This design comes from an exercise in tuning for a short achievable clock period and few clock cycles on the open sky130 flow, not from production work.
The RTL was checked by simulation tests, not by an equivalence proof against the original design.

==> flow/design.v <==
module vm16_core (
    input  wire        clk,
    input  wire        rst,
    output reg         mem_valid,
    output reg         mem_we,
    output reg  [14:0] mem_addr,
    output reg  [15:0] mem_wdata,
    input  wire [15:0] mem_rdata,
    input  wire        mem_ready,
    output reg         out_valid,
    output reg  [7:0]  out_byte,
    output reg         retire_valid,
    output reg  [14:0] retire_pc,
    output reg         retire_we,
    output reg  [2:0]  retire_rd,
    output reg  [15:0] retire_wdata,
    output reg         halted,
    output reg         faulted
);
    localparam OP_LUI   = 3'd0;
    localparam OP_AUIPC = 3'd1;
    localparam OP_JALR  = 3'd2;
    localparam OP_BEQ   = 3'd3;
    localparam OP_LW    = 3'd4;
    localparam OP_SW    = 3'd5;
    localparam OP_ADDI  = 3'd6;
    localparam OP_MATH  = 3'd7;
    localparam ALT_ADD  = 3'd0;
    localparam ALT_SUB  = 3'd1;
    localparam ALT_SLL  = 3'd2;
    localparam ALT_SRL  = 3'd3;
    localparam ALT_NAND = 3'd4;
    localparam ALT_AND  = 3'd5;
    localparam ALT_OR   = 3'd6;
    localparam ALT_LT   = 3'd7;
    reg  [15:0] regs [1:7];   
    reg  [14:0] fpc;          
    reg         iv;           
    reg  [15:0] ir;
    reg  [14:0] ipc;          
    reg         ip;           
    reg         mv;           
    reg         m_sw;
    reg  [2:0]  m_rd;
    reg  [14:0] m_ea;
    reg  [14:0] m_pc;
    wire stop = halted | faulted;
    wire [2:0]  op   = ir[2:0];
    wire [2:0]  rd   = ir[5:3];
    wire [2:0]  r1   = ir[8:6];
    wire [2:0]  alt  = ir[11:9];
    wire [2:0]  r2   = ir[15:13];
    wire [15:0] imu  = {ir[15:6], 6'b0};             
    wire [15:0] im7  = {{9{ir[15]}}, ir[15:9]};      
    wire [15:0] x_rd = (rd == 3'd0) ? 16'd0 : regs[rd];
    wire [15:0] x_r1 = (r1 == 3'd0) ? 16'd0 : regs[r1];
    wire [15:0] x_r2 = (r2 == 3'd0) ? 16'd0 : regs[r2];
    wire [14:0] pc_inc = ipc + 15'd1;                
    wire [15:0] link   = {1'b0, pc_inc} + 16'd1;     
    wire [15:0] ea     = x_r1 + im7;                 
    wire        ea_one = (x_r1 == (16'd1 - im7));
    wire [15:0] sum  = x_r1 + x_r2;
    wire [15:0] diff = x_r1 - x_r2;
    wire        big  = |x_r2[15:4];
    reg  [15:0] math_res;
    always @(*) begin
        case (alt)
            ALT_ADD:  math_res = sum;
            ALT_SUB:  math_res = diff;
            ALT_SLL:  math_res = big ? 16'd0 : (x_r1 << x_r2[3:0]);
            ALT_SRL:  math_res = big ? 16'd0 : (x_r1 >> x_r2[3:0]);
            ALT_NAND: math_res = ~(x_r1 & x_r2);
            ALT_AND:  math_res = x_r1 & x_r2;
            ALT_OR:   math_res = x_r1 | x_r2;
            default:  math_res = (x_r1 < x_r2) ? 16'd1 : 16'd0;
        endcase
    end
    wire [14:0] br_tgt  = pc_inc + im7[14:0];
    wire        jl_self = (rd != 3'd0) && (rd == r1);
    wire [14:0] jl_tgt  = (jl_self ? link[14:0] : x_r1[14:0]) + im7[14:0];
    wire        taken   = (x_rd == x_r1);
    reg [15:0] exec_res;
    reg        exec_we;
    always @(*) begin
        exec_res = 16'd0;
        exec_we  = 1'b0;
        case (op)
            OP_LUI:   begin exec_res = imu;                   exec_we = 1'b1; end
            OP_AUIPC: begin exec_res = {1'b0, pc_inc} + imu;  exec_we = 1'b1; end
            OP_JALR:  begin exec_res = link;                  exec_we = 1'b1; end
            OP_ADDI:  begin exec_res = x_r1 + im7;            exec_we = 1'b1; end
            OP_MATH:  begin exec_res = math_res;              exec_we = 1'b1; end
            default: ;
        endcase
    end
    wire is_mem   = (op == OP_LW) || (op == OP_SW);
    wire port_st  = (op == OP_SW) && ea_one;
    wire bus_mem  = is_mem && !port_st && !ea[15];     
    wire redirect = (op == OP_JALR) || (op == OP_BEQ && (taken != ip));
    wire [14:0] npc = (op == OP_JALR) ? jl_tgt : (op == OP_BEQ && taken) ? br_tgt : pc_inc;
    wire m_cyc   = mv;                                
    wire f_cyc   = !mv && !stop;                      
    wire got     = f_cyc && mem_ready;                
    wire m_done  = m_cyc && mem_ready;
    wire ex      = iv && !mv && !stop;                
    wire fault   = ex && is_mem && ea[15];
    wire [14:0] fpc_inc = fpc + 15'd1;
    wire        f_bwd   = (mem_rdata[2:0] == OP_BEQ) && mem_rdata[15];
    wire [14:0] f_tgt   = fpc_inc + {{8{mem_rdata[15]}}, mem_rdata[15:9]};
    wire        patch   = m_done && m_sw && iv && (ipc == m_ea);
    wire halted_n  = halted | (ex && !is_mem && npc == 15'd0) | (ex && port_st && pc_inc == 15'd0)
                   | (m_done && m_pc == 15'h7FFF);
    wire faulted_n = faulted | fault;
    reg         n_mv;
    reg  [14:0] n_fpc;
    always @(*) begin
        n_mv  = mv;
        n_fpc = fpc;
        if (m_cyc) begin
            if (mem_ready) n_mv = 1'b0;
            if (patch) n_fpc = ipc + 15'd1;
        end else if (ex && redirect) begin
            n_fpc = npc;
        end else begin
            if (got) n_fpc = f_bwd ? f_tgt : fpc_inc;
            if (ex && bus_mem) n_mv = 1'b1;
        end
    end
    always @(posedge clk) begin
        if (rst) begin
            fpc          <= 15'h0010;
            iv           <= 1'b0;
            mv           <= 1'b0;
            halted       <= 1'b0;
            faulted      <= 1'b0;
            retire_valid <= 1'b0;
            out_valid    <= 1'b0;
            mem_valid    <= 1'b1;
            mem_we       <= 1'b0;
            mem_addr     <= 15'h0010;
        end else begin
            if ((m_cyc && !mem_ready) || (ex && bus_mem))
                mem_valid <= 1'b1;
            else
                mem_valid <= !(halted_n || faulted_n);
            retire_valid <= 1'b0;
            out_valid    <= 1'b0;
            fpc          <= n_fpc;
            mv           <= n_mv;
            if (m_done) begin
                retire_valid <= 1'b1;
                retire_pc    <= m_pc;
                retire_we    <= !m_sw && (m_rd != 3'd0);
                retire_rd    <= m_rd;
                retire_wdata <= mem_rdata;
                if (!m_sw && m_rd != 3'd0)
                    regs[m_rd] <= mem_rdata;
                if (patch) begin
                    ir <= mem_wdata;
                    ip <= 1'b0;
                end
            end
            if (ex) begin
                if (fault) begin
                    faulted <= 1'b1;
                end else if (is_mem) begin
                    if (port_st) begin
                        retire_valid <= 1'b1;
                        retire_pc    <= ipc;
                        retire_we    <= 1'b0;
                        out_valid    <= (x_rd != 16'd0);
                        out_byte     <= x_rd[7:0];
                        if (pc_inc == 15'd0) halted <= 1'b1;
                    end else begin
                        m_sw   <= (op == OP_SW);
                        m_rd   <= rd;
                        m_ea   <= ea[14:0];
                        m_pc   <= ipc;
                        mem_wdata <= x_rd;
                    end
                end else begin
                    retire_valid <= 1'b1;
                    retire_pc    <= ipc;
                    retire_we    <= exec_we && (rd != 3'd0);
                    retire_rd    <= rd;
                    retire_wdata <= exec_res;
                    if (exec_we && rd != 3'd0)
                        regs[rd] <= exec_res;
                    if (npc == 15'd0) halted <= 1'b1;
                end
            end
            if (m_done && m_pc == 15'h7FFF) halted <= 1'b1;
            if (!m_cyc) begin
                if (ex && (redirect || fault || (port_st && pc_inc == 15'd0))) begin
                    iv <= 1'b0;
                end else if (got) begin
                    iv  <= 1'b1;
                    ir  <= mem_rdata;
                    ipc <= fpc;
                    ip  <= f_bwd;
                end else if (ex) begin
                    iv <= 1'b0;
                end
            end else if (m_done && m_pc == 15'h7FFF) begin
                iv <= 1'b0;
            end
            mem_we   <= 1'b0;
            mem_addr <= n_fpc;
            if (m_cyc && !mem_ready) begin
                mem_we   <= m_sw;
                mem_addr <= m_ea;
            end else if (ex && bus_mem) begin
                mem_we   <= (op == OP_SW);
                mem_addr <= ea[14:0];
            end
        end
    end
endmodule
clock: 10.0 ns
lec_check: 0
cap_margin: 20
core_margin: 2
core_utilization: 40
slew_margin: 20
run.sh (not shown) runs the stock make flow with config.mk's settings and CLKGATE_MAP_FILE= SYNTH_SCRIPT=/design/flow/synth_recipe.tcl, a recipe that flattens the netlist after the stock synthesis.
Testbench counts at the start, summed over its fixed seeds: cycles 32,035.
Rerun with:
--- a/flow/design.v
+++ b/flow/design.v
@@ -37,9 +37,8 @@
     reg  [14:0] fpc;          
     reg         iv;           
     reg  [15:0] ir;
     reg  [14:0] ipc;          
-    reg         ip;           
     reg         mv;           
     reg         m_sw;
     reg  [2:0]  m_rd;
     reg  [14:0] m_ea;
@@ -95,20 +94,16 @@
     end
     wire is_mem   = (op == OP_LW) || (op == OP_SW);
     wire port_st  = (op == OP_SW) && ea_one;
     wire bus_mem  = is_mem && !port_st && !ea[15];     
-    wire redirect = (op == OP_JALR) || (op == OP_BEQ && (taken != ip));
+    wire redirect = (op == OP_JALR) || (op == OP_BEQ && taken);
     wire [14:0] npc = (op == OP_JALR) ? jl_tgt : (op == OP_BEQ && taken) ? br_tgt : pc_inc;
     wire m_cyc   = mv;                                
     wire f_cyc   = !mv && !stop;                      
     wire got     = f_cyc && mem_ready;                
     wire m_done  = m_cyc && mem_ready;
     wire ex      = iv && !mv && !stop;                
     wire fault   = ex && is_mem && ea[15];
-    wire [14:0] fpc_inc = fpc + 15'd1;
-    wire        f_bwd   = (mem_rdata[2:0] == OP_BEQ) && mem_rdata[15];
-    wire [14:0] f_tgt   = fpc_inc + {{8{mem_rdata[15]}}, mem_rdata[15:9]};
-    wire        patch   = m_done && m_sw && iv && (ipc == m_ea);
     wire halted_n  = halted | (ex && !is_mem && npc == 15'd0) | (ex && port_st && pc_inc == 15'd0)
                    | (m_done && m_pc == 15'h7FFF);
     wire faulted_n = faulted | fault;
     reg         n_mv;
@@ -117,13 +112,12 @@
         n_mv  = mv;
         n_fpc = fpc;
         if (m_cyc) begin
             if (mem_ready) n_mv = 1'b0;
-            if (patch) n_fpc = ipc + 15'd1;
         end else if (ex && redirect) begin
             n_fpc = npc;
         end else begin
-            if (got) n_fpc = f_bwd ? f_tgt : fpc_inc;
+            if (got) n_fpc = fpc + 15'd1;
             if (ex && bus_mem) n_mv = 1'b1;
         end
     end
     always @(posedge clk) begin
@@ -154,12 +148,10 @@
                 retire_rd    <= m_rd;
                 retire_wdata <= mem_rdata;
                 if (!m_sw && m_rd != 3'd0)
                     regs[m_rd] <= mem_rdata;
-                if (patch) begin
+                if (m_sw && iv && ipc == m_ea)
                     ir <= mem_wdata;
-                    ip <= 1'b0;
-                end
             end
             if (ex) begin
                 if (fault) begin
                     faulted <= 1'b1;
@@ -196,9 +188,8 @@
                 end else if (got) begin
                     iv  <= 1'b1;
                     ir  <= mem_rdata;
                     ipc <= fpc;
-                    ip  <= f_bwd;
                 end else if (ex) begin
                     iv <= 1'b0;
                 end
             end else if (m_done && m_pc == 15'h7FFF) begin
Synthesized cell count drops by about 10%.
Sequential share of layout area grows by 2.3 points.
Core utilization is higher by 0.49 points.
Worst setup slack is worse by 380 ps.
Critical path depth went up by 1.
First-iteration DRC count is lower by about 15%.
Wire length fell by about 16%.
Global-route usage came out lower by 3.0 points.
Die area decreases by about 8%.
Fmax went down by 5.4%.
Testbench counts after the change, summed over its fixed seeds: cycles 35,494.

[what the ideal ports hide]
In the flow no input, the clock included, has a driving cell. The finished layouts below were timed again as built, in two steps. Step 1, drivers: a clkbuf_16 drives clk and a buf_2 each remaining input, both assumed. Step 2 moves the port delays by t, midway between the first and last clock arrival at a register: inputs arrive t later, outputs are due t later. That takes back most of the time a late clock gives input paths. Three values: no drivers, after step 1, after step 2; two values: the first two.
run	t (ns)	setup WS [ns]	worst register clock-pin slew, ns
the first run	0.659	3.320 / 3.320 / 3.320	0.07 / 0.07
the second run	0.659	2.941 / 2.941 / 2.941	0.07 / 0.07
After both steps setup and hold are still met in every run listed.
